Background: an optimization exercise with open tools, aiming at small area, a short achievable clock period and few clock cycles. Do not read the settings as production practice. In this exercise RTL edits were held to simulation tests only and were not proved equivalent to the original.

== rev 12 ==
==> module st2fx_div, before the edit <==
module st2fx_div (
    input             clk,
    input             rst,
    input             start,
    input      [1:0]  ch_in,
    input      [7:0]  note,
    input      [7:0]  param,
    input      [1:0]  m,           
    input      [15:0] c2,
    output            free,        
    output            commit,      
    output     [1:0]  commit_ch,
    output     [15:0] result,
    output            commit_in1,  
    output            commit_in2,  
    output            free_in1     
);
    localparam [2:0] S_IDLE = 3'd0, S_PREP1 = 3'd1, S_ITERH = 3'd3, S_ITERL = 3'd4;
    reg [2:0]  st;
    reg [2:0]  cnt;
    reg [1:0]  dch;
    reg [4:0]  dn0;
    reg [3:0]  dhi;
    reg [15:0] d;
    reg [17:0] d3;
    reg        dzero;
    reg [15:0] r;
    reg [15:0] z;
    reg [7:0]  tlo;
    wire [3:0] k  = (m == 2'd2) ? 4'd0 : (m == 2'd1) ? param[7:4] : param[3:0];
    wire [4:0] n0 = {1'b0, note[3:0]} + {1'b0, k};
    wire [14:0] p0;
    wire [1:0]  wrap;
    wire [8:0]  lfo_unused;
    st2fx_tables u_tab (
        .n0       (dn0),
        .lfo_idx  (6'd0),
        .p0       (p0),
        .wrap     (wrap),
        .lfo      (lfo_unused)
    );
    wire [14:0] p0w   = p0 >> wrap;
    reg  [4:0] dlen;
    integer i;
    always @(*) begin
        dlen = 5'd0;
        for (i = 0; i < 16; i = i + 1)
            if (d[i]) dlen = i[4:0] + 5'd1;
    end
    wire [4:0]  p0len = (dn0 == 5'd0 || dn0 == 5'd12 || dn0 == 5'd24) ? 5'd15 : 5'd14;
    wire        short = ({2'd0, dhi} + {4'd0, wrap} + {1'b0, dlen} + 6'd1) >= {1'b0, p0len};
    wire [14:0] tv    = p0w >> dhi;
    wire [19:0] T     = {tv, 5'd0} + {5'd0, tv};
    function [17:0] r4step;    
        input [15:0] rr;
        input [1:0]  b;
        input [15:0] dd;
        input [17:0] dd3;
        reg   [17:0] x;
        reg   [18:0] s1, s2, s3;
        begin
            x  = {rr, b};
            s1 = {1'b0, x} - {3'd0, dd};
            s2 = {1'b0, x} - {2'd0, dd, 1'b0};
            s3 = {1'b0, x} - {1'b0, dd3};
            if (!s3[18])      r4step = {2'd3, s3[15:0]};
            else if (!s2[18]) r4step = {2'd2, s2[15:0]};
            else if (!s1[18]) r4step = {2'd1, s1[15:0]};
            else              r4step = {2'd0, x[15:0]};
        end
    endfunction
    wire [17:0] sa = r4step(r, z[15:14], d, d3);
    wire [17:0] sb = r4step(sa[15:0], z[13:12], d, d3);
    wire [15:0] r_it = sb[15:0];
    wire [15:0] z_it = {z[11:0], sa[17:16], sb[17:16]};
    wire last = (cnt == 3'd1);
    assign commit    = (st == S_ITERL && last) || (st == S_PREP1 && dzero);
    assign commit_ch = dch;
    assign result    = dzero ? 16'hFFFF : z_it;
    assign free      = (st == S_IDLE) || commit;
    reg [2:0] st_nx;
    reg [2:0] cnt_nx;
    always @(*) begin
        st_nx  = st;
        cnt_nx = cnt;
        case (st)
        S_PREP1: begin
            st_nx  = short ? S_ITERL : S_ITERH;
            cnt_nx = short ? 3'd4 : 3'd3;
        end
        S_ITERH: begin
            cnt_nx = cnt - 3'd1;
            if (last) begin st_nx = S_ITERL; cnt_nx = 3'd4; end
        end
        S_ITERL: cnt_nx = cnt - 3'd1;
        default: ;
        endcase
        if (commit) st_nx = S_IDLE;
        if (start) st_nx = S_PREP1;
    end
    wire dzero_nx = start ? (c2 == 16'd0) : dzero;
    assign commit_in1 = (st == S_ITERL && cnt == 3'd2) || (start && c2 == 16'd0);
    assign commit_in2 = (st == S_ITERL && cnt == 3'd3);
    assign free_in1   = ((st == S_IDLE || commit) && !start) || commit_in1;
    always @(posedge clk) begin
        if (rst) begin
            st    <= S_IDLE;
            cnt   <= 3'd0;
            dzero <= 1'b0;
        end else begin
            st    <= st_nx;
            cnt   <= cnt_nx;
            dzero <= dzero_nx;
        end
    end
    always @(posedge clk) begin
        if (start) begin
            dch  <= ch_in;
            dn0  <= n0;
            dhi  <= note[7:4];
            d    <= c2;
        end
        case (st)
        S_PREP1: begin
            d3 <= {2'd0, d} + {1'b0, d, 1'b0};
            if (short) begin
                r <= {4'd0, T[19:8]};
                z <= {T[7:0], 8'd0};
            end else begin
                r <= 16'd0;
                z <= {T[19:8], 4'd0};
            end
            tlo <= T[7:0];
        end
        S_ITERH: begin
            r <= r_it;
            z <= last ? {tlo, 8'd0} : z_it;
        end
        S_ITERL: begin
            r <= r_it;
            z <= z_it;
        end
        default: ;
        endcase
    end
endmodule
==> flow/config.mk <==
export PLATFORM = sky130hd
export DESIGN_NAME = st2play_fx
export DESIGN_NICKNAME = st2play_fx
export VERILOG_FILES = /design/flow/design.v
export SDC_FILE = /design/flow/constraint.sdc
export NUM_CORES = 4
export LEC_CHECK = 0
export CAP_MARGIN = 20
export CORE_MARGIN = 2
export CORE_UTILIZATION = 40
export SLEW_MARGIN = 20
==> flow/constraint.sdc <==
create_clock -name core_clock -period 14.0 [get_ports {clk}]
set_input_delay 2.8000 -clock core_clock [delete_from_list [all_inputs] [get_ports {clk}]]
set_output_delay 2.8000 -clock core_clock [all_outputs]
set_load 0.01 [all_outputs]
standard.sh (not shown) runs the stock make flow with config.mk's settings and CLKGATE_MAP_FILE= SYNTH_SCRIPT=/design/flow/synth_recipe.tcl, a recipe that flattens the netlist after the stock synthesis.
==> flow/flow/run.sh <==
#!/bin/bash
set -euo pipefail
cd "$(dirname "$0")/.."
bash standard.sh SETUP_SLACK_MARGIN=9 finish > flow_make.log 2>&1
Testbench counts of rev 12, summed over its fixed seeds: cycles 10,383.
Edits applied to the flow inputs when going from rev 12 to rev 13:
--- a/flow/design.v
+++ b/flow/design.v
@@ -97,13 +97,13 @@
         endcase
         if (commit) st_nx = S_IDLE;
         if (start) st_nx = S_PREP1;
     end
     wire dzero_nx = start ? (c2 == 16'd0) : dzero;
-    assign commit_in1 = (st == S_ITERL && cnt == 3'd2) || (start && c2 == 16'd0);
-    assign commit_in2 = (st == S_ITERL && cnt == 3'd3);
-    assign free_in1   = ((st == S_IDLE || commit) && !start) || commit_in1;
+    assign commit_in1 = (st_nx == S_ITERL && cnt_nx == 3'd1) || (st_nx == S_PREP1 && dzero_nx);
+    assign commit_in2 = (st_nx == S_ITERL && cnt_nx == 3'd2);
+    assign free_in1   = (st_nx == S_IDLE) || commit_in1;
     always @(posedge clk) begin
         if (rst) begin
             st    <= S_IDLE;
             cnt   <= 3'd0;
             dzero <= 1'b0;
[summary]
Rev 13 vs. rev 12: wire length of the first global-routing pass now larger, clock tree skew after final layout now larger, worst reg2reg path depth now smaller, area of all sequential standard cells comparable, design area comparable.
Testbench counts of rev 13, summed over its fixed seeds: cycles 10,383.

afterwards: timing with drivers on the ports:
The results above use ideal ports. As a check the final layouts listed here were re-extracted and re-timed, cells and wires unchanged.
Step 1 sets driving cells, clkbuf_16 on the clock port and buf_2 on the other inputs (assumed; they add their load-dependent delay and slew).
Step 2 also shifts input and output timing later by t, the mid clock arrival at the registers, as if the neighbouring blocks saw the same clock.
Slacks: no drivers / after step 1 / after step 2; pairs: no drivers / after step 1.
| run | t (ns) | slack for setup (ns) | hold slack, ns | worst data-port slew with drivers (ns) |
|---|---|---|---|---|
| rev 12 | 0.777 | 8.305 / 8.305 / 8.305 | 0.520 / 0.520 / 0.520 | 0.05 |
| rev 13 | 0.790 | 8.162 / 8.162 / 8.162 | 0.535 / 0.535 / 0.535 | 0.08 |
After both steps setup and hold are still met in every run listed.
